From an optimization exercise on the open Yosys and OpenROAD flow, aimed at small area, a short achievable clock period and few clock cycles; shortcuts taken in it are not production practice.
Function was checked by simulation only, so behaviour that the tests miss may differ from the original.
No activity file was given, so power comes from the tool's default toggle rates.

==> design/flow/design.v <==
module drcore (
    input  wire        clk,
    input  wire        rst,
    input  wire        h_req,
    input  wire        h_we,
    input  wire [3:0]  h_reg,
    input  wire [35:0] h_wdata,
    output reg         h_ack,
    output reg  [35:0] h_rdata,
    output reg         m_req,
    output wire [35:0] m_addr,
    input  wire        m_gnt,
    input  wire        m_rvalid,
    input  wire [7:0]  m_rdata,
    output reg         s_valid,
    output reg         s_kind,
    output reg  [15:0] s_x,
    output reg  [15:0] s_y,
    output reg  [31:0] s_r,
    output reg  [31:0] s_g,
    output reg  [31:0] s_b,
    output reg  [31:0] s_a
);
    localparam [31:0] ONE  = 32'h3F80_0000;
    localparam [31:0] ZERO = 32'h0000_0000;
    localparam R_CMD = 4'd0, R_STATUS = 4'd1, R_WIDTH = 4'd2, R_HEIGHT = 4'd3,
               R_BUFLEN = 4'd4, R_CUR_BYTE = 4'd5, R_CUR_BIT = 4'd6, R_STEP = 4'd7,
               R_BPP = 4'd8, R_PIX = 4'd9, R_COLOR_R = 4'd10, R_COLOR_G = 4'd11,
               R_COLOR_B = 4'd12, R_COLOR_A = 4'd13;
    localparam [2:0] S_IDLE = 3'd0, S_SCHK1 = 3'd1, S_SCHK2 = 3'd2, S_DCHK1 = 3'd3,
                     S_DCHK2 = 3'd4, S_RUN = 3'd5, S_PRES = 3'd6;
    reg         oob;
    reg  [15:0] width, height;
    reg  [35:0] buflen, cur_byte, step;
    reg  [2:0]  cur_bit;
    reg  [7:0]  bpp;
    reg  [31:0] pix;
    reg  [31:0] color_r, color_g, color_b, color_a;
    reg  [2:0]  state;
    reg         scanning;
    reg         copy_col;        
    reg         bval, pval, cval;
    reg  [4:0]  dfmt;
    reg  [5:0]  d_sw;            
    reg  [1:0]  d_nch1;          
    reg         d_unk;           
    reg         d_grey;          
    reg         d_ga;            
    reg  [2:0]  mcnt;
    reg         mvalid;
    wire [31:0] macc = s_r;
    wire [35:0] pbyte = h_rdata;
    reg  [2:0]  pbit;            
    reg  [4:0]  rq_left;         
    reg         covf;
    assign m_addr = pbyte;
    reg  [7:0]  rd0;
    reg         first_b;         
    reg         shiftm;          
    reg  [2:0]  boff;            
    reg         hp;              
    reg  [7:0]  alp;             
    reg  [1:0]  ach;             
    reg         abi;             
    reg         bv;
    reg  [15:0] bs;
    reg  [1:0]  bch;
    reg         bbi;
    reg         blast;
    reg         cv;
    reg  [15:0] cr;              
    reg  [3:0]  clz;
    reg         cnz;             
    reg  [1:0]  cch;
    reg         cbi;
    reg  [15:0] w16;             
    reg         clast;
    reg         firstpix;
    function [7:0] bits_of(input [4:0] f);
        case (f)
            5'd0:  bits_of = 8'd1;
            5'd1:  bits_of = 8'd2;
            5'd2:  bits_of = 8'd4;
            5'd3:  bits_of = 8'd8;
            5'd4:  bits_of = 8'd16;
            5'd5:  bits_of = 8'd16;
            5'd6:  bits_of = 8'd32;
            5'd7:  bits_of = 8'd8;
            5'd8:  bits_of = 8'd16;
            5'd9:  bits_of = 8'd16;
            5'd10: bits_of = 8'd32;
            5'd11: bits_of = 8'd24;
            5'd12: bits_of = 8'd48;
            5'd13: bits_of = 8'd32;
            5'd14: bits_of = 8'd64;
            5'd15: bits_of = 8'd128;
            default: bits_of = 8'd0;
        endcase
    endfunction
    wire [4:0] cmd_fmt = h_wdata[4:0];
    reg  [1:0] c_nch1;
    reg  [5:0] c_sw;
    always @* begin
        case (cmd_fmt[3:0])
            4'd0:  begin c_nch1 = 2'd0; c_sw = 6'b000001; end
            4'd1:  begin c_nch1 = 2'd0; c_sw = 6'b000010; end
            4'd2:  begin c_nch1 = 2'd0; c_sw = 6'b000100; end
            4'd3:  begin c_nch1 = 2'd0; c_sw = 6'b001000; end
            4'd4:  begin c_nch1 = 2'd0; c_sw = 6'b010000; end
            4'd5:  begin c_nch1 = 2'd1; c_sw = 6'b001000; end
            4'd6:  begin c_nch1 = 2'd1; c_sw = 6'b010000; end
            4'd7:  begin c_nch1 = 2'd0; c_sw = 6'b001000; end
            4'd8:  begin c_nch1 = 2'd0; c_sw = 6'b010000; end
            4'd9:  begin c_nch1 = 2'd1; c_sw = 6'b001000; end
            4'd10: begin c_nch1 = 2'd1; c_sw = 6'b010000; end
            4'd11: begin c_nch1 = 2'd2; c_sw = 6'b001000; end
            4'd12: begin c_nch1 = 2'd2; c_sw = 6'b010000; end
            4'd13: begin c_nch1 = 2'd3; c_sw = 6'b001000; end
            4'd14: begin c_nch1 = 2'd3; c_sw = 6'b010000; end
            default: begin c_nch1 = 2'd3; c_sw = 6'b100000; end
        endcase
        if (cmd_fmt[4]) begin c_nch1 = 2'd0; c_sw = 6'b001000; end
    end
    wire [7:0] d_bits   = bits_of(dfmt);
    wire       d_narrow = d_sw[0] | d_sw[1] | d_sw[2];
    wire [2:0] d_sw3    = {d_sw[2], d_sw[1], d_sw[0]};    
    wire [7:0]  cmd_bits = bits_of(cmd_fmt);
    wire [8:0]  dec_span = {6'd0, cur_bit} + {1'b0, cmd_bits} + 9'd7;
    wire [4:0]  dec_nb   = rq_left;
    wire [4:0]  dec_na   = d_narrow ? 5'd1 : d_bits[7:3];
    wire        dchk1    = (state == S_DCHK1);
    wire        schk1    = (state == S_SCHK1);
    wire        running  = (state == S_RUN);
    wire        b3       = (dfmt == 5'd11) | (dfmt == 5'd12);
    wire [3:0]  adv_lo   = {1'b0, cur_bit} + {1'b0, step[2:0]};
    wire        schk2    = (state == S_SCHK2);
    wire [3:0]  end_lo   = {1'b0, pbit} - {1'b0, d_sw3};
    wire [35:0] add_a    = (running | schk2) ? h_rdata : schk1 ? {4'd0, macc} : cur_byte;
    wire [35:0] add_b    = schk2   ? {36{1'b1}}
                         : running ? 36'd0
                         : schk1   ? (b3 ? {3'd0, macc, 1'b0} : 36'd0)
                         : dchk1   ? {31'd0, dec_nb} : {3'd0, step[35:3]};
    wire        add_c    = running ? pinc : schk2 ? (d_narrow & ~end_lo[3]) : ~dchk1 & ~schk1 & adv_lo[3];
    wire [36:0] cb_sum   = {1'b0, add_a} + {1'b0, add_b} + {36'd0, add_c};
    wire [33:0] nb_base  = cb_sum[33:0];
    reg  [38:0] scan_pos;
    always @* begin
        case (d_bits)
            8'd1:   scan_pos = {5'd0, nb_base};
            8'd2:   scan_pos = {4'd0, nb_base, 1'b0};
            8'd4:   scan_pos = {3'd0, nb_base, 2'b0};
            8'd8, 8'd24:  scan_pos = {2'd0, nb_base, 3'b0};
            8'd16, 8'd48: scan_pos = {1'd0, nb_base, 4'b0};
            8'd32:  scan_pos = {nb_base, 5'b0};
            8'd64:  scan_pos = {nb_base[32:0], 6'b0};
            8'd128: scan_pos = {nb_base[31:0], 7'b0};
            default: scan_pos = 39'd0;
        endcase
    end
    wire        chk_oob  = covf | ({h_rdata, pbit} > {buflen, 3'b000});
    wire [3:0]  pbit_n  = {1'b0, pbit} + {1'b0, d_sw3};
    wire        pinc    = (d_narrow & scanning) ? pbit_n[3] : 1'b1;
    wire [35:0] pbyte_n = cb_sum[35:0];
    wire        f_last  = scanning ? ({pbyte, pbit} == {cur_byte, cur_bit})
                                   : (rq_left == 5'd1);
    wire        rv1     = running & m_rvalid;
    wire [7:0]  rd1     = m_rdata;
    wire [15:0] pair    = {rd1, rd0};
    wire [15:0] pair_sh = pair >> cur_bit;
    wire [7:0]  al      = shiftm ? pair_sh[7:0] : rd1;
    wire        alv     = rv1 & ~(shiftm & first_b);
    wire [7:0]  al_sh   = al >> boff;
    wire [15:0] a_samp = ({16{d_sw[0]}} & {15'd0, al_sh[0]})
                       | ({16{d_sw[1]}} & {14'd0, al_sh[1:0]})
                       | ({16{d_sw[2]}} & {12'd0, al_sh[3:0]})
                       | ({16{d_sw[4] | d_sw[5]}} & {al, alp})
                       | ({16{d_sw[3]}} & {8'd0, al});
    wire inj    = scanning & d_unk;            
    wire a_emit = inj | (alv & ~((d_sw[4] | d_sw[5]) & ~hp));
    wire a_last = (ach == d_nch1) & (abi | ~d_sw[5]);
    wire [15:0] rep = ({16{d_sw[0]}} & {16{bs[0]}})
                    | ({16{d_sw[1]}} & {8{bs[1:0]}})
                    | ({16{d_sw[2]}} & {4{bs[3:0]}})
                    | ({16{d_sw[3]}} & {2{bs[7:0]}})
                    | ({16{d_sw[4]}} & bs);
    reg [15:0] r0, r1, r2, r3;
    reg [3:0]  lz;
    always @* begin
        lz[3] = (rep[15:8] == 8'd0);
        r0 = lz[3] ? {rep[7:0], rep[15:8]} : rep;
        lz[2] = (r0[15:12] == 4'd0);
        r1 = lz[2] ? {r0[11:0], r0[15:12]} : r0;
        lz[1] = (r1[15:14] == 2'd0);
        r2 = lz[1] ? {r1[13:0], r1[15:14]} : r1;
        lz[0] = ~r2[15];
        r3 = lz[0] ? {r2[14:0], r2[15]} : r2;
    end
    wire [7:0]  n_exp  = 8'd126 - {4'd0, clz};
    wire [30:0] n_sum  = {n_exp, cr[14:0], cr[15:8]} + {30'd0, cr[7]};
    wire [31:0] nv     = d_sw[5] ? {cr, w16} : cnz ? {1'b0, n_sum} : ZERO;
    wire [15:0] xinc   = s_x + 16'd1;
    wire [15:0] yinc   = s_y + 16'd1;
    wire        xl     = (xinc == width);
    wire        x_wrap = firstpix | xl;
    wire [15:0] cx     = x_wrap ? 16'd0 : xinc;
    wire [15:0] cy     = firstpix ? 16'd0 : (xl ? yinc : s_y);
    wire        done_now = running & scanning & ~firstpix & xl & (yinc == height);
    wire       idle_req = (state == S_IDLE) & h_req & ~h_ack;
    wire       do_read  = idle_req & ~h_we;
    wire       do_write = idle_req & h_we;
    wire [2:0] op       = h_wdata[7:5];
    wire       do_cmd   = do_write & (h_reg == R_CMD);
    wire       do_dec0  = do_cmd & (op == 3'b010) & cmd_fmt[4];    
    wire       do_wh    = do_write & ((h_reg == R_WIDTH) | (h_reg == R_HEIGHT));
    wire       dchk2    = (state == S_DCHK2);
    wire       mstart   = do_wh | (schk1 & ~mvalid & (mcnt == 3'd0));
    wire       fetch    = running & m_req & m_gnt;
    wire       pwrite   = running & cv & ~done_now;
    wire       present  = (state == S_PRES) | done_now;
    wire [35:0] rd_val =
          ({36{h_reg == R_STATUS}}   & {35'd0, oob})
        | ({36{h_reg == R_WIDTH}}    & {20'd0, width})
        | ({36{h_reg == R_HEIGHT}}   & {20'd0, height})
        | ({36{h_reg == R_BUFLEN}}   & buflen)
        | ({36{h_reg == R_CUR_BYTE}} & cur_byte)
        | ({36{h_reg == R_CUR_BIT}}  & {33'd0, cur_bit})
        | ({36{h_reg == R_STEP}}     & step)
        | ({36{(h_reg == R_BPP) & bval}}     & {28'd0, bpp})
        | ({36{(h_reg == R_PIX) & pval}}     & {4'd0, pix})
        | ({36{(h_reg == R_COLOR_R) & cval}} & {4'd0, color_r})
        | ({36{(h_reg == R_COLOR_G) & cval}} & {4'd0, color_g})
        | ({36{(h_reg == R_COLOR_B) & cval}} & {4'd0, color_b})
        | ({36{(h_reg == R_COLOR_A) & cval}} & {4'd0, color_a});
    always @(posedge clk) begin
        if (rst) begin
            state    <= S_IDLE;
            h_ack    <= 1'b0;
            m_req    <= 1'b0;
            s_valid  <= 1'b0;
            oob      <= 1'b0;
            width    <= 16'd0;
            height   <= 16'd0;
            buflen   <= 36'd0;
            cur_byte <= 36'd0;
            cur_bit  <= 3'd0;
            step     <= 36'd0;
            bval     <= 1'b0;
            pval     <= 1'b0;
            cval     <= 1'b0;
            scanning <= 1'b0;
            copy_col <= 1'b0;
            mcnt     <= 3'd0;
            mvalid   <= 1'b0;
            first_b  <= 1'b0;
            bv       <= 1'b0;
            cv       <= 1'b0;
            firstpix <= 1'b0;
        end else begin
            h_ack   <= 1'b0;
            s_valid <= 1'b0;
            if (copy_col) begin
                cval     <= 1'b1;
                copy_col <= 1'b0;
            end
            if (mcnt != 3'd0) begin
                mcnt <= mcnt - 3'd1;
                if (mcnt == 3'd1) mvalid <= 1'b1;
            end
            if (mstart) begin
                mcnt   <= 3'd4;
                mvalid <= 1'b0;
            end
            case (state)
                S_IDLE: if (idle_req) begin
                    h_ack <= 1'b1;
                    if (h_we) begin
                        case (h_reg)
                            R_WIDTH:    width    <= h_wdata[15:0];
                            R_HEIGHT:   height   <= h_wdata[15:0];
                            R_BUFLEN:   buflen   <= h_wdata;
                            R_CUR_BYTE: cur_byte <= h_wdata;
                            R_CUR_BIT:  cur_bit  <= h_wdata[2:0];
                            R_STEP:     step     <= h_wdata;
                            R_CMD: begin
                                case (op)
                                    3'b001: bval <= 1'b1;                   
                                    3'b010: begin                           
                                        if (cmd_fmt[4]) begin
                                            copy_col <= 1'b1;
                                            mvalid   <= 1'b0;
                                            mcnt     <= 3'd0;
                                        end else begin
                                            h_ack <= 1'b0;
                                            state <= S_DCHK1;
                                        end
                                    end
                                    3'b011: if (cmd_fmt == 5'd0) begin      
                                        cur_bit  <= adv_lo[2:0];
                                        cur_byte <= cb_sum[35:0];
                                    end
                                    3'b100: begin                           
                                        h_ack <= 1'b0;
                                        state <= S_SCHK1;
                                    end
                                    default: ;
                                endcase
                            end
                            default: ;
                        endcase
                    end
                end
                S_DCHK1: state <= S_DCHK2;
                S_DCHK2: begin
                    if (chk_oob) begin
                        oob   <= 1'b1;
                        h_ack <= 1'b1;
                        state <= S_IDLE;
                    end else begin
                        scanning <= 1'b0;
                        m_req    <= 1'b1;
                        state    <= S_RUN;
                    end
                end
                S_SCHK1: if (mvalid) state <= S_SCHK2;
                S_SCHK2: begin
                    if (chk_oob) begin
                        oob   <= 1'b1;
                        h_ack <= 1'b1;
                        state <= S_IDLE;
                    end else begin
                        pval     <= 1'b1;
                        cur_byte <= cb_sum[35:0];
                        cur_bit  <= d_narrow ? end_lo[2:0] : pbit;
                        scanning <= 1'b1;
                        firstpix <= 1'b1;
                        m_req    <= ~d_unk & (macc != 32'd0);
                        state    <= (macc == 32'd0) ? S_PRES : S_RUN;
                    end
                end
                S_PRES, S_RUN: if (present) begin
                    s_valid  <= 1'b1;
                    scanning <= 1'b0;
                    mvalid   <= 1'b0;
                    mcnt     <= 3'd0;
                    h_ack    <= 1'b1;
                    cur_byte <= pbyte;
                    cur_bit  <= pbit;
                    state    <= S_IDLE;
                end
                default: ;
            endcase
            if (fetch) m_req <= ~f_last;
            if (!running) begin
                first_b <= 1'b1;
                bv      <= 1'b0;
                cv      <= 1'b0;
            end else begin
                if (rv1) first_b <= 1'b0;
                bv <= a_emit;
                cv <= bv;
            end
            if (pwrite) begin
                mvalid <= 1'b0;
                mcnt   <= 3'd0;
                if (clast) begin
                    if (scanning) begin
                        s_valid  <= 1'b1;
                        firstpix <= 1'b0;
                    end else begin
                        copy_col <= 1'b1;
                        h_ack    <= 1'b1;
                        state    <= S_IDLE;
                    end
                end
            end
        end
    end
    always @(posedge clk) begin
        if (copy_col) begin
            color_r <= s_r;
            color_g <= s_g;
            color_b <= s_b;
            color_a <= s_a;
        end
        if (do_cmd & (op == 3'b001)) bpp <= cmd_bits;
        if (schk2 & ~chk_oob) pix <= macc;
        if (idle_req) begin
            rq_left <= dec_span[7:3];
            dfmt   <= cmd_fmt;
            d_sw   <= c_sw;
            d_nch1 <= c_nch1;
            d_unk  <= cmd_fmt[4];
            d_grey <= ~cmd_fmt[4] & (cmd_fmt[3:0] <= 4'd6);
            d_ga   <= ~cmd_fmt[4] & ((cmd_fmt[3:0] == 4'd5) | (cmd_fmt[3:0] == 4'd6));
        end
        if (dchk1) begin
            {covf, h_rdata} <= cb_sum;
            pbit    <= 3'd0;
            shiftm  <= (dec_nb != dec_na);
            boff    <= (dec_nb != dec_na) ? 3'd0 : cur_bit;
        end
        if (dchk2) begin
            h_rdata <= cur_byte;
            pbit    <= 3'd0;
        end
        if (schk1) begin
            {h_rdata, pbit} <= scan_pos;
            covf <= 1'b0;
        end
        if (schk2) begin
            h_rdata <= 36'd0;
            pbit    <= 3'd0;
            shiftm  <= 1'b0;
            boff    <= 3'd0;
        end
        if (fetch) begin
            h_rdata <= pbyte_n;
            pbit    <= pbit_n[2:0];
            rq_left <= rq_left - 5'd1;
        end
        if (mcnt != 3'd0)
            s_r <= {{4'd0, s_r[31:16]} + width * s_r[3:0], s_r[15:4]};
        if (mstart)
            s_r <= {16'd0, (do_write & (h_reg == R_HEIGHT)) ? h_wdata[15:0] : height};
        if (!running) begin
            hp  <= 1'b0;
            ach <= 2'd0;
            abi <= 1'b0;
        end else begin
            if (rv1) rd0 <= rd1;
            if (alv) begin
                boff <= boff + d_sw3;
                hp   <= ~hp;
                if (!hp) alp <= al;
            end
            if (a_emit) begin
                bs    <= inj ? 16'd0 : a_samp;
                bch   <= ach;
                bbi   <= abi;
                blast <= a_last;
                if (d_sw[5]) begin
                    abi <= ~abi;
                    if (abi) ach <= ach + 2'd1;
                end else begin
                    ach <= (ach == d_nch1) ? 2'd0 : ach + 2'd1;
                end
            end
        end
        if (bv) begin
            cr    <= d_sw[5] ? bs : r3;
            clz   <= lz;
            cnz   <= (rep != 16'd0);
            cch   <= bch;
            cbi   <= bbi;
            clast <= blast;
        end
        if (do_dec0) begin
            s_r <= ZERO;
            s_g <= ZERO;
            s_b <= ZERO;
            s_a <= ZERO;
        end
        if (present) begin
            s_kind <= 1'b1;
            s_x    <= 16'd0;
            s_y    <= 16'd0;
            s_r    <= ZERO;
            s_g    <= ZERO;
            s_b    <= ZERO;
            s_a    <= ZERO;
        end
        if (pwrite) begin
            if (d_sw[5] & ~cbi) begin
                w16 <= cr;
            end else begin
                case (cch)
                    2'd0: begin
                        s_r <= nv;
                        s_g <= d_grey | d_unk ? nv : ZERO;
                        s_b <= d_grey | d_unk ? nv : ZERO;
                        s_a <= d_unk ? ZERO : ONE;
                    end
                    2'd1: if (d_ga) s_a <= nv; else s_g <= nv;
                    2'd2: s_b <= nv;
                    default: s_a <= nv;
                endcase
            end
            if (clast & scanning) begin
                s_kind <= 1'b0;
                s_x    <= cx;
                s_y    <= cy;
            end
        end
        if (do_read) h_rdata <= rd_val;
    end
endmodule
==> design/flow/flow/run.sh <==
#!/bin/bash
set -uo pipefail
export BUFFER_PORTS_ARGS="-buffer_cell sky130_fd_sc_hd__buf_1"
bash standard.sh SETUP_SLACK_MARGIN=11 CTS_CLUSTER_SIZE=20 CTS_CLUSTER_DIAMETER=100 finish > standard_flow.log 2>&1
rc=$?
tail -n 40 standard_flow.log
exit $rc
==> design/flow/standard.sh <==
#!/bin/bash
# synth_recipe.tcl (not shown) runs the flow's synth.tcl, then flattens the netlist and writes it again
# the make line also repeats each setting of config.mk as NAME=value (left out here)
make -C /OpenROAD-flow-scripts/flow DESIGN_CONFIG=/design/flow/config.mk WORK_HOME=/design/flow/orfs CLKGATE_MAP_FILE= SYNTH_SCRIPT=/design/flow/synth_recipe.tcl "${@:-finish}"
==> design/flow/config.mk <==
export PLATFORM = sky130hd
export DESIGN_NAME = drcore
export DESIGN_NICKNAME = drcore
export VERILOG_FILES = /design/flow/design.v
export SDC_FILE = /design/flow/constraint.sdc
export NUM_CORES = 4
export LEC_CHECK = 0
export CAP_MARGIN = 20
export CORE_MARGIN = 2
export CORE_UTILIZATION = 40
export SLEW_MARGIN = 20
==> design/flow/constraint.sdc <==
create_clock -name core_clock -period 16.0 [get_ports {clk}]
set_input_delay 3.2000 -clock core_clock [delete_from_list [all_inputs] [get_ports {clk}]]
set_output_delay 3.2000 -clock core_clock [all_outputs]
set_load 0.01 [all_outputs]
==> flow_summary.yaml, run 1 <==
outcome:
  status: "complete, no violations"
cts:
  ctsHoldBuffers: 0
  clock_tree_from_tritoncts: "yes"
  root_buffer: "clkbuf_16"
  h_tree_depth: 2
  path_clk_slew_ns: 0.09
  clock_path_buffers: 3
  clock_latency_ns: 0.63
  cts_sinks: 645
  cts-buffers-inserted: 41
routing:
  via_per_inst: 6.60
  routedWlPerCell_um: 32.0
  drt_iter0_drc: 6129
  routed_wl_mm: 190
  final_antenna_net_count: 0
  drcViolationCount: 0
  drt_pre_antenna_iters: 9
  detailroute.via_count: 39200
pwr:
  pwr_density_cell_nw_per_um2: 82.1
  power_switching_uw: 1210
  peakVddDrop_v: 0.0000686
  sequentialPowerShare_pct: 52.5
  switching_share_pct: 32.8
  clockPowerShare_pct: 30.9
  pwr-share-comb_pct: 16.6
  static-leakage-power_uw: 0.0166
  p_int_uw: 2480
placement:
  post-dp-hpwl_mm: 136
  port-buffer-count: 289
  placedInstanceArea_um2: 42000
  post-place-cells: 5783
  gp_congestion: 1.06
global_route:
  grt_start_max_net_pins: 70
  grt_pass1_wl_mm: 266
  via_count_of_the_first_global_routing_pass: 35900
  grt_overflow: 0
  antenna_found_initial: 7
  grt_usage_pct: 35.7
synth:
  yosysUniqueCellTypes: 102
  asyncSetResetFlopFracSynth_pct: 0
  synth_cells: 4473
  synth_nets: 4705
  dominantRegCellSynth: "dfxtp_1"
  ys_seq_elements: 645
  number_of_flops_mapped_to_enable_cells_by_yosys: 320
  netlist_top_cells_area: "edfxtp_1 24%, dfxtp_1 16%, nand2_1 6.0%"
  yosysWarningCount: 1
  post_syn_area_per_cell_um2: 8.89
  netlist_area_um2: 39800
  synth_top_area_share_pct: 24.2
  synthDominantAreaCellType: "edfxtp_1"
  synth_sequential_area_ratio_pct: 40.5
finish:
  layout_commonest_cell: "nand2_1"
  final_nets: 4846
  highest_count_cells_in_the_layout_ignoring_fill_and_taps: "627 x nand2_1, 370 x a21oi_1, 320 x edfxtp_1"
  final_layout_size_suffix_gt1_share_pct: 9.88
  instances_no_fill: 5933
  layout-area-overhead-vs-synth_pct: 13.1
  fin_area_um2: 45000
  num_antenna_cells: 0
worst_setup_path:
  worst_endpoint_required_time_ns: 16.34
  cpPeakStageDelay_ns: 0.45
  crit_chain: "buf_2 > buf_12 > inv_1 > buf_6 > nor2_4 > a222oi_1 > o211ai_1 > a221oi_2 > a22oi_1"
  critPathArrivalTime_ns: 5.45
  endpoint_class_of_the_critical_path: "flop"
  critical_path.top_delay_family: "compound AO/OA/AOI/OAI gates"
  worstPathBufferInverterCount: 4
  crit_fanout: 29
  path_class: "in2reg"
  timing.critical_path.slowest_stage_cell: "a221oi_2"
  timing.critical_path.from_type: "input port"
timing:
  clk_skew_ns: 0.0292
  maxSlewHeadroom_pct: 20.8
  holdWs_ns: 0.441
  final-max-slew-violation-count: 0
  final_sum_of_negative_setup_slack_ns: 0
  hold_viol_final: 0
  worst-slew-pin-transition_ns: 1.19
  grt_setup_unrepaired: "true"
  final-setup-viol-count: 0
  maxClockFrequency_mhz: 196
  finalCriticalPeriod_ns: 5.11
  final_min_period_over_clock_period_pct: 31.9
job:
  maxCapViolations: 0
floorplanning:
  dieArea_um2: 102000
  design.core.area_um2: 98400
  boundary_pin_count: 290
  die_w_um: 319
  dieHeight_um: 319
  standard_cell_rows: 115
  initial_core_util_pct: 40.4
hold_path:
  hp-class: "reg2reg"
## worst register-to-register path: cells and delay by family, from the launching register on
family / cells / cell delay (ns)
fa+ha+maj: 2 / 0.59
compound gates: 10 / 2.97
buf+inv: 2 / 0.27
flops: 1 / 0.42
xor+xnor: 1 / 0.33
simple gates: 3 / 0.22
## state kept, by name (all words and copies together) (netlist names), 32 cells and up, named ones only
register  cells
buflen       36
cur_byte     36
s_g          32
s_a          32
color_b      32
color_a      32
color_r      32
step         36
color_g      32
s_b          32
s_r          32
h_rdata      36
pix          32
## power groups by stage
stage	registers (uW)	logic, uW	clock network (uW)
2_1_floorplan	1890	339	0
3_3_place_gp	1960	559	0
3_5_place_dp	1960	560	0
4_1_cts	1920	574	1140
5_1_grt	1940	643	1200
6_report	1940	613	1140
## through the flow
stage          total power (uW)  worst slack (ns)  util [%]
2_1_floorplan              2230             10.62         -
3_3_place_gp               2520              9.60      42.7
3_5_place_dp               2520              9.58      42.7
4_1_cts                    3640             10.97      44.8
5_1_grt                    3780             10.95      45.7
6_report                   3690             10.89      45.7
## Yosys cell counts (74+ instances only)
cell      count
a221oi_1     74
nand2_1     641
clkbuf_1    280
dfxtp_1     325
a22o_1       85
a21oi_1     376
inv_1       181
edfxtp_1    320
xnor2_1      83
nor2_1      277
nand3_1      85
xor2_1       82
ha_1        129
o21ai_0     295
mux2i_1     127
## final timing paths
check,from,endpoint,slack [ns],cells past startpoint
worst max-delay path,h_reg[0],h_rdata[13],10.89,9
worst min register to register,bch[1],cch[1],0.44,0
worst max register to register,d_sw[1],h_rdata[4],10.93,18
worst min-delay path,bch[1],cch[1],0.44,0
## kinds of logic after synthesis
group	after synthesis	synth area share, %
compound gates	1398	23.6
simple gates	1380	15.8
fa+ha+maj	184	6.67
mux	142	3.82
flops	645	40.5
buf+inv	557	5.77
xor+xnor	167	3.75
## routing by layer
layer	global-route usage, %	wire, um	up-vias
met5	0	37	-
met4	17.3	11400	6
met3	11.9	26000	545
li1	-	-	16700
met1	46.6	72800	18900
met2	52.8	79900	2919
## area by class of cell
type | count | area (um^2)
flip-flops and latches | 645 | 16100
repair buffers | 464 | 2750
clock inverters | 15 | 168
clock buffers | 60 | 1100
multi-input cells | 3274 | 22500
well taps | 1287 | 1610
inverters | 188 | 736
fillers | 9591 | 53400
## repair_timing
item	4_1_cts	5_1_grt
cloned	4	2
setup endpoints to repair	330	214
setup buffers	25	43
gates resized for setup	117	124
pin swaps	12	19
Testbench counts, summed over its fixed seeds: cycles 34,360.
==> run 2: changes to the inputs <==
--- a/design/flow/design.v
+++ b/design/flow/design.v
@@ -46,7 +46,7 @@
     reg         d_unk;           
     reg         d_grey;          
     reg         d_ga;            
-    reg  [2:0]  mcnt;
+    reg  [3:0]  mcnt;
     reg         mvalid;
     wire [31:0] macc = s_r;
     wire [35:0] pbyte = h_rdata;
@@ -213,7 +213,7 @@
     wire       do_dec0  = do_cmd & (op == 3'b010) & cmd_fmt[4];    
     wire       do_wh    = do_write & ((h_reg == R_WIDTH) | (h_reg == R_HEIGHT));
     wire       dchk2    = (state == S_DCHK2);
-    wire       mstart   = do_wh | (schk1 & ~mvalid & (mcnt == 3'd0));
+    wire       mstart   = do_wh | (schk1 & ~mvalid & (mcnt == 4'd0));
     wire       fetch    = running & m_req & m_gnt;
     wire       pwrite   = running & cv & ~done_now;
     wire       present  = (state == S_PRES) | done_now;
@@ -249,7 +249,7 @@
             cval     <= 1'b0;
             scanning <= 1'b0;
             copy_col <= 1'b0;
-            mcnt     <= 3'd0;
+            mcnt     <= 4'd0;
             mvalid   <= 1'b0;
             first_b  <= 1'b0;
             bv       <= 1'b0;
@@ -262,12 +262,12 @@
                 cval     <= 1'b1;
                 copy_col <= 1'b0;
             end
-            if (mcnt != 3'd0) begin
-                mcnt <= mcnt - 3'd1;
-                if (mcnt == 3'd1) mvalid <= 1'b1;
+            if (mcnt != 4'd0) begin
+                mcnt <= mcnt - 4'd1;
+                if (mcnt == 4'd1) mvalid <= 1'b1;
             end
             if (mstart) begin
-                mcnt   <= 3'd4;
+                mcnt   <= 4'd8;
                 mvalid <= 1'b0;
             end
             case (state)
@@ -288,7 +288,7 @@
                                         if (cmd_fmt[4]) begin
                                             copy_col <= 1'b1;
                                             mvalid   <= 1'b0;
-                                            mcnt     <= 3'd0;
+                                            mcnt     <= 4'd0;
                                         end else begin
                                             h_ack <= 1'b0;
                                             state <= S_DCHK1;
@@ -341,7 +341,7 @@
                     s_valid  <= 1'b1;
                     scanning <= 1'b0;
                     mvalid   <= 1'b0;
-                    mcnt     <= 3'd0;
+                    mcnt     <= 4'd0;
                     h_ack    <= 1'b1;
                     cur_byte <= pbyte;
                     cur_bit  <= pbit;
@@ -361,7 +361,7 @@
             end
             if (pwrite) begin
                 mvalid <= 1'b0;
-                mcnt   <= 3'd0;
+                mcnt   <= 4'd0;
                 if (clast) begin
                     if (scanning) begin
                         s_valid  <= 1'b1;
@@ -418,8 +418,8 @@
             pbit    <= pbit_n[2:0];
             rq_left <= rq_left - 5'd1;
         end
-        if (mcnt != 3'd0)
-            s_r <= {{4'd0, s_r[31:16]} + width * s_r[3:0], s_r[15:4]};
+        if (mcnt != 4'd0)
+            s_r <= {{2'd0, s_r[31:16]} + width * s_r[1:0], s_r[15:2]};
         if (mstart)
             s_r <= {16'd0, (do_write & (h_reg == R_HEIGHT)) ? h_wdata[15:0] : height};
         if (!running) begin
==> design/flow/flow/run.sh (replaced) <==
#!/bin/bash
set -uo pipefail
export BUFFER_PORTS_ARGS="-buffer_cell sky130_fd_sc_hd__buf_1"
bash standard.sh SETUP_SLACK_MARGIN=11 finish > standard_flow.log 2>&1
rc=$?
tail -n 40 standard_flow.log
exit $rc
==> flow_summary.yaml, run 2 <==
outcome:
  status: "complete, no violations"
pwr:
  clockPowerShare_pct: 40.4
  p_int_uw: 3100
  peakVddDrop_v: 0.0000960
  power_switching_uw: 1380
  switching_share_pct: 30.7
  pwr_density_cell_nw_per_um2: 99.9
  sequentialPowerShare_pct: 44.3
  static-leakage-power_uw: 0.0160
  pwr-share-comb_pct: 15.3
placement:
  port-buffer-count: 289
  post-place-cells: 5503
  placedInstanceArea_um2: 40500
  gp_congestion: 1.01
  post-dp-hpwl_mm: 124
routing:
  detailroute.via_count: 37500
  routedWlPerCell_um: 30.8
  routed_wl_mm: 177
  via_per_inst: 6.55
  final_antenna_net_count: 0
  drt_iter0_drc: 6521
  drcViolationCount: 0
  drt_pre_antenna_iters: 11
floorplanning:
  die_w_um: 313
  standard_cell_rows: 113
  design.core.area_um2: 94700
  dieArea_um2: 97800
  boundary_pin_count: 290
  initial_core_util_pct: 40.2
  dieHeight_um: 313
timing:
  maxSlewHeadroom_pct: 7.47
  clk_skew_ns: 0.0235
  holdWs_ns: 0.421
  final_sum_of_negative_setup_slack_ns: 0
  final_min_period_over_clock_period_pct: 32.6
  grt_setup_unrepaired: "true"
  worst-slew-pin-transition_ns: 1.39
  final-setup-viol-count: 0
  maxClockFrequency_mhz: 192
  hold_viol_final: 0
  finalCriticalPeriod_ns: 5.22
  final-max-slew-violation-count: 0
worst_setup_path:
  critPathArrivalTime_ns: 5.63
  endpoint_class_of_the_critical_path: "flop"
  worst_endpoint_required_time_ns: 16.41
  timing.critical_path.from_type: "input port"
  crit_fanout: 32
  path_class: "in2reg"
cts:
  h_tree_depth: 3
  clock_path_buffers: 3
  path_clk_slew_ns: 0.06
  root_buffer: "clkbuf_16"
  cts-buffers-inserted: 76
  cts_sinks: 646
  clock_tree_from_tritoncts: "yes"
  clock_latency_ns: 0.67
  ctsHoldBuffers: 0
synth:
  synth_most_common_cell: "nand2_1"
  post_syn_area_per_cell_um2: 9.13
  ys_seq_elements: 646
  number_of_flops_mapped_to_enable_cells_by_yosys: 320
  asyncSetResetFlopFracSynth_pct: 0
  synth_nets: 4368
  post_synth_most_frequent_cells: "594 x nand2_1, 326 x dfxtp_1, 320 x edfxtp_1"
  synth_sequential_area_ratio_pct: 42.3
  yosysUniqueCellTypes: 98
  synth_top_area_share_pct: 25.2
  synth_cells: 4175
  synthDominantAreaCellType: "edfxtp_1"
  netlist_area_um2: 38100
  yosysWarningCount: 1
  dominantRegCellSynth: "dfxtp_1"
  netlist_top_cells_area: "edfxtp_1 25%, dfxtp_1 17%, nand2_1 5.8%"
global_route:
  grt_usage_pct: 34.5
  via_count_of_the_first_global_routing_pass: 34200
  grt_start_max_net_pins: 79
  grt_overflow: 0
  grt_pass1_wl_mm: 249
  antenna_found_initial: 13
finish:
  layout-area-overhead-vs-synth_pct: 17.6
  instances_no_fill: 5730
  layout_commonest_cell: "nand2_1"
  final_nets: 4593
  fin_area_um2: 44800
  highest_count_cells_in_the_layout_ignoring_fill_and_taps: "576 x nand2_1, 320 x edfxtp_1, 315 x dfxtp_1"
  final_layout_size_suffix_gt1_share_pct: 12.8
  nFillCells: 9163
hold_path:
  hp-class: "reg2reg"
job:
  maxCapViolations: 0
==> run 2: cell count changes in the layout (fill, tap and decap cells not counted), moves of 17 or more <==
cell and change:
a211oi_1 -40, a211oi_2 +34, a21oi_1 -81, a222oi_1 +30, a22o_1 +17, and2_1 -33
buf_4 +17, clkbuf_16 +41, fa_1 -27, inv_1 -30, mux2i_1 -19, nand2_1 -51
o21a_1 -17, o21ai_0 -28
==> run 2: repair_timing <==
action                                  in CTS  in global routing
pin swaps                                   27                 43
cloned                                       5                  6
resized for setup                          143                105
endpoints found under the setup margin     262                145
setup buffers                               37                 35
==> run 2: routing by layer <==
layer	GRT usage (%)	vias to the layer above	share of wire, %
met1	46.6	18200	39
met4	16.7	10	5.9
met5	0	-	0.042
li1	-	16100	-
met3	11.2	568	14
met2	49.6	2711	41
==> run 2: power by group through the flow <==
| stage | clock (uW) | combinational [uW] | sequential [uW] |
|---|---|---|---|
| 6_report | 1810 | 686 | 1980 |
| 5_1_grt | 1890 | 729 | 1980 |
| 4_1_cts | 1820 | 654 | 1970 |
| 3_5_place_dp | 0 | 637 | 2000 |
| 3_3_place_gp | 0 | 632 | 2000 |
| 2_1_floorplan | 0 | 385 | 1920 |
==> run 2: cells by family (layout without fill, tap and decap cells) <==
logic type,Yosys count,in the layout,share of synthesized area [%]
other,0,5,0
multiplexers,117,117,3.28
XOR/XNOR,179,181,4.11
buffers and inverters,494,775,5.46
adder cells (fa/ha/maj),144,144,5.13
AND/OR/NAND/NOR,1276,1278,15.2
AO/OA/AOI/OAI,1319,1319,24.5
flip-flops,646,646,42.3
==> run 2: worst paths after layout <==
path / start / to / slack (ns) / cells past startpoint
setup / recovery: h_reg[0] / h_rdata[26] / 10.78 / 9
hold / removal: bbi / cbi / 0.42 / 0
setup reg to reg: state[1] / h_rdata[30] / 11.04 / 19
hold reg to reg: bbi / cbi / 0.42 / 0
==> run 2: critical path: stages <==
cell	delay (ns)
buf_2	0.11
buf_12	0.15
nand2b_4	0.09
nor2_2	0.05
buf_6	0.22
a222oi_1	1.22
nand3_1	0.26
a21oi_1	0.22
a31oi_1	0.05
==> run 2: layout make-up <==
class / instances / area [um^2] / area share, %
Antenna cell: 5 / 12.5 / 0.0279
Clock inverter: 33 / 415 / 0.926
Timing Repair Buffer: 478 / 2900 / 6.46
Clock buffer: 105 / 2160 / 4.83
Inverter: 159 / 624 / 1.39
Sequential cell: 646 / 16200 / 36.0
Multi-Input combinational cell: 3039 / 21000 / 46.8
Tap cell: 1265 / 1580 / 3.53
==> run 2: per-stage QoR <==
step | util, % | total power (uW) | setup WS, ns
2_1_floorplan | - | 2310 | 10.61
3_3_place_gp | 42.7 | 2630 | 9.02
3_5_place_dp | 42.7 | 2640 | 8.95
4_1_cts | 46.5 | 4440 | 10.97
5_1_grt | 47.3 | 4590 | 10.81
6_report | 47.3 | 4480 | 10.78
Testbench counts of run 2, summed over its fixed seeds: cycles 34,808.

static timing again, ports no longer ideal:
How much do the figures lean on ideal ports? The routed layouts below were timed once more, with nothing changed but the port constraints. Step 1 assumes that a clkbuf_16 drives the clock port and a buf_2 every other input. Step 2 moves the port delays by t, midway between the first and last clock arrival at a register: inputs arrive t later, outputs are due t later. That takes back most of the time a late clock gives input paths. Slacks: no drivers / after step 1 / after step 2; pairs: no drivers / after step 1.
run	t (ns)	setup slack, ns	latest minus earliest clock arrival (ns)
run 1	0.692	10.890 / 10.903 / 10.212	0.034 / 0.035
run 2	0.728	10.782 / 10.782 / 10.054	0.024 / 0.024
After both steps setup and hold are still met in every run listed. The setup slack of run 2, which loses most, moves by 0.000 ns with the drivers and by -0.728 ns with both steps.
